This design comes from an exercise in tuning for small area and few clock cycles on the open sky130 flow, not from production work. Only simulation tests tie the RTL to the original design; equivalence was not proved. Power and IR drop assume default switching activity.

== job 331 ==
==> flow/design.v (excerpt) <==
module framegen (
    input  wire        clk,
    input  wire        rst,           
    input  wire        bus_valid,
    input  wire        bus_we,
    input  wire [5:0]  bus_addr,
    input  wire [1:0]  bus_size,      
    input  wire [31:0] bus_wdata,
    output wire        bus_ready,
    output reg  [31:0] bus_rdata,
    output wire        bus_err,
    output wire        tx_valid,
    output reg  [7:0]  tx_data,
    input  wire        tx_ready,
    output wire        irq
);
==> flow/config.mk <==
export PLATFORM = sky130hd
export DESIGN_NAME = framegen
export DESIGN_NICKNAME = framegen
export VERILOG_FILES = /design/flow/design.v
export SDC_FILE = /design/flow/constraint.sdc
export NUM_CORES = 4
export LEC_CHECK = 0
export CAP_MARGIN = 20
export CORE_MARGIN = 2
export CORE_UTILIZATION = 60
export SLEW_MARGIN = 20
==> flow/constraint.sdc <==
create_clock -name core_clock -period 10.0 [get_ports {clk}]
set_input_delay 2.0000 -clock core_clock [delete_from_list [all_inputs] [get_ports {clk}]]
set_output_delay 2.0000 -clock core_clock [all_outputs]
set_load 0.01 [all_outputs]
standard.sh (not shown) runs the stock make flow with config.mk's settings and CLKGATE_MAP_FILE= SYNTH_SCRIPT=/design/flow/synth_recipe.tcl, a recipe that flattens the netlist after the stock synthesis.
==> flow/flow/run.sh <==
#!/bin/bash
# The standard layout (standard.sh) with three changes:
#  - synthesis: abc maps for area (see flow/abc.tcl);
#  - clock tree synthesis: sink clusters of 10 within 50 um, clkbuf_4 only, no dummy loads;
#  - the ports are buffered with the smallest buffer.
# Each tool's full output stays in ORFS's step logs under orfs/logs/; the
# make output goes to standard.log.
set -euo pipefail
W=$PWD
cat flow/abc.tcl synth_recipe.tcl > own_synth.tcl
sed "s|SYNTH_SCRIPT=[^ ']*|SYNTH_SCRIPT=$W/own_synth.tcl|" standard.sh > own_standard.sh
grep -q "SYNTH_SCRIPT=$W/own_synth.tcl" own_standard.sh
export CTS_ARGS="-sink_clustering_enable -repair_clock_nets -sink_clustering_size 10 -sink_clustering_max_diameter 50 -dont_use_dummy_load -buf_list sky130_fd_sc_hd__clkbuf_4"
export BUFFER_PORTS_ARGS="-buffer_cell sky130_fd_sc_hd__buf_1"
bash own_standard.sh > standard.log 2>&1
==> flow/flow/abc.tcl <==
# Prepended to the standard flow's synthesis script: abc maps with its default script
# for the 10 ns clock period in ps (the standard flow's passes the period in ns, which
# abc reads as ps), so it maps for area and inserts no buffers. Everything
# else, flip-flop mapping and register names included, is the standard flow's.
proc abc {args} {
  set i [lsearch -exact $args -script]
  if {$i >= 0} { set args [lreplace $args $i [expr {$i + 1}]] }
  set i [lsearch -exact $args -D]
  if {$i >= 0} { set args [lreplace $args $i [expr {$i + 1}] -D 10000] }
  yosys abc {*}$args
}
Testbench counts of job 331, summed over its fixed seeds: cycles 41,068.
Here is what was changed in the inputs of job 4147 compared with job 331.
- CORE_UTILIZATION changed from 60 to 65
==> flow/flow/run.sh <==
#!/bin/bash
# The standard layout (standard.sh) with three changes:
#  - synthesis: abc maps for area (see flow/abc.tcl);
#  - clock tree synthesis: sink clusters of 24 within 80 um, no dummy loads;
#  - the ports are buffered with the smallest buffer.
# Each tool's full output stays in ORFS's step logs under orfs/logs/; the
# make output goes to standard.log.
set -euo pipefail
W=$PWD
cat flow/abc.tcl synth_recipe.tcl > own_synth.tcl
sed "s|SYNTH_SCRIPT=[^ ']*|SYNTH_SCRIPT=$W/own_synth.tcl|" standard.sh > own_standard.sh
grep -q "SYNTH_SCRIPT=$W/own_synth.tcl" own_standard.sh
export CTS_ARGS="-sink_clustering_enable -repair_clock_nets -sink_clustering_size 24 -sink_clustering_max_diameter 80 -dont_use_dummy_load"
export BUFFER_PORTS_ARGS="-buffer_cell sky130_fd_sc_hd__buf_1"
bash own_standard.sh > standard.log 2>&1
==> comparison <==
- Job 4147 finished all stages; the layout is clean.
- Job 4147 vs. job 331: area of all placed cells without fillers went up by 0.72%.
- Delta (job 4147 minus job 331): total power of the final layout moved up, count of clock-buffer cells in the layout went down by 180.
- What job 331 reported for wire length has to be multiplied by 1.05 to get the figure for job 4147.
For job 6060, these inputs were changed with respect to job 4147:
- CORE_UTILIZATION now 60, was 65
==> flow/flow/run.sh <==
#!/bin/bash
# The standard layout (standard.sh) with three changes:
#  - synthesis: abc maps for area (see flow/abc.tcl);
#  - clock tree synthesis: sink clusters of 16 within 60 um, clkbuf_8 only, no dummy loads;
#  - the ports are buffered with the smallest buffer.
# Each tool's full output stays in ORFS's step logs under orfs/logs/; the
# make output goes to standard.log.
set -euo pipefail
W=$PWD
cat flow/abc.tcl synth_recipe.tcl > own_synth.tcl
sed "s|SYNTH_SCRIPT=[^ ']*|SYNTH_SCRIPT=$W/own_synth.tcl|" standard.sh > own_standard.sh
grep -q "SYNTH_SCRIPT=$W/own_synth.tcl" own_standard.sh
export CTS_ARGS="-sink_clustering_enable -repair_clock_nets -sink_clustering_size 16 -sink_clustering_max_diameter 60 -dont_use_dummy_load -buf_list sky130_fd_sc_hd__clkbuf_8"
export BUFFER_PORTS_ARGS="-buffer_cell sky130_fd_sc_hd__buf_1"
bash own_standard.sh > standard.log 2>&1
### Flow results
- NOTE: total power in job 6060 falls short of that of job 4147
- Final wirelength in job 6060 is 5.6% below job 4147.
- Job 6060 reports its uppermost layer routed as met4 while job 4147 reports met5.
- From job 4147 to job 6060 the numbers moved as follows: clock network area share down 0.56 points, design area saw a decrease, clock network fraction of design power -2.6 points.
Setup changes, job 6060 to job 353
==> flow/flow/run.sh <==
#!/bin/bash
# The standard layout (standard.sh) with three changes:
#  - synthesis: abc maps for area (see flow/abc.tcl);
#  - clock tree synthesis: sink clusters of 18 within 65 um, clkbuf_8 only, no dummy loads;
#  - the ports are buffered with the smallest buffer.
# Each tool's full output stays in ORFS's step logs under orfs/logs/; the
# make output goes to standard.log.
set -euo pipefail
W=$PWD
cat flow/abc.tcl synth_recipe.tcl > own_synth.tcl
sed "s|SYNTH_SCRIPT=[^ ']*|SYNTH_SCRIPT=$W/own_synth.tcl|" standard.sh > own_standard.sh
grep -q "SYNTH_SCRIPT=$W/own_synth.tcl" own_standard.sh
export CTS_ARGS="-sink_clustering_enable -repair_clock_nets -sink_clustering_size 18 -sink_clustering_max_diameter 65 -dont_use_dummy_load -buf_list sky130_fd_sc_hd__clkbuf_8"
export BUFFER_PORTS_ARGS="-buffer_cell sky130_fd_sc_hd__buf_1"
bash own_standard.sh > standard.log 2>&1
Findings:
Any difference in wire length between job 353 and job 6060 is small enough to ignore.
Job 353 vs job 6060: power density over the cells down slightly
The total power after layout reported for job 353 is smaller than that of job 6060 by 1.6%.
--- input diff job 353..job 4054 ---
==> flow/flow/run.sh <==
#!/bin/bash
# The standard layout (standard.sh) with three changes:
#  - synthesis: abc maps for area (see flow/abc.tcl);
#  - clock tree synthesis: sink clusters of 20 within 70 um, clkbuf_8 only, no dummy loads;
#  - the ports are buffered with the smallest buffer.
# Each tool's full output stays in ORFS's step logs under orfs/logs/; the
# make output goes to standard.log.
set -euo pipefail
W=$PWD
cat flow/abc.tcl synth_recipe.tcl > own_synth.tcl
sed "s|SYNTH_SCRIPT=[^ ']*|SYNTH_SCRIPT=$W/own_synth.tcl|" standard.sh > own_standard.sh
grep -q "SYNTH_SCRIPT=$W/own_synth.tcl" own_standard.sh
export CTS_ARGS="-sink_clustering_enable -repair_clock_nets -sink_clustering_size 20 -sink_clustering_max_diameter 70 -dont_use_dummy_load -buf_list sky130_fd_sc_hd__clkbuf_8"
export BUFFER_PORTS_ARGS="-buffer_cell sky130_fd_sc_hd__buf_1"
bash own_standard.sh > standard.log 2>&1
Notes after the runs:
Job 353 and job 4054 all finish clean.
The lower fraction of power consumed by the clock network came out of job 4054.
Non-clock buffering overhead in the final layout: job 4054 vs job 353 — no meaningful difference
~same setup skew after layout in job 353 and job 4054
Taking job 353 as the reference, in job 4054 final instance count without filler cells held; clock buffer and inverter area fraction after layout went down 0.27 points.

## port drivers added, routing unchanged
No port has a modelled driver above. Below, the same layouts with a new extraction and two added sets of constraints.
Step 1 assumes that a clkbuf_16 drives the clock port and a buf_2 every other input.
Step 2, shift: input delay + t, output delay - t, t = (earliest + latest rising clock arrival at the registers) / 2. This alone moves slack from input paths to output paths.
Three values: no drivers, after step 1, after step 2; two values: the first two.
run	shift t [ns]	setup slack, ns	clock arrival spread, ns
job 331	1.214	0.721 / 0.648 / 0.990	0.144 / 0.144
job 4147	0.783	1.058 / 0.981 / 0.587	0.099 / 0.099
job 6060	0.907	1.036 / 0.970 / 0.963	0.147 / 0.147
job 353	0.915	0.961 / 0.887 / 1.006	0.109 / 0.109
job 4054	0.892	1.002 / 0.931 / 1.013	0.122 / 0.123
After both steps every run listed still meets setup and hold. The setup slack of job 4147, which loses most, moves by -0.077 ns with the drivers and by -0.471 ns with both steps.
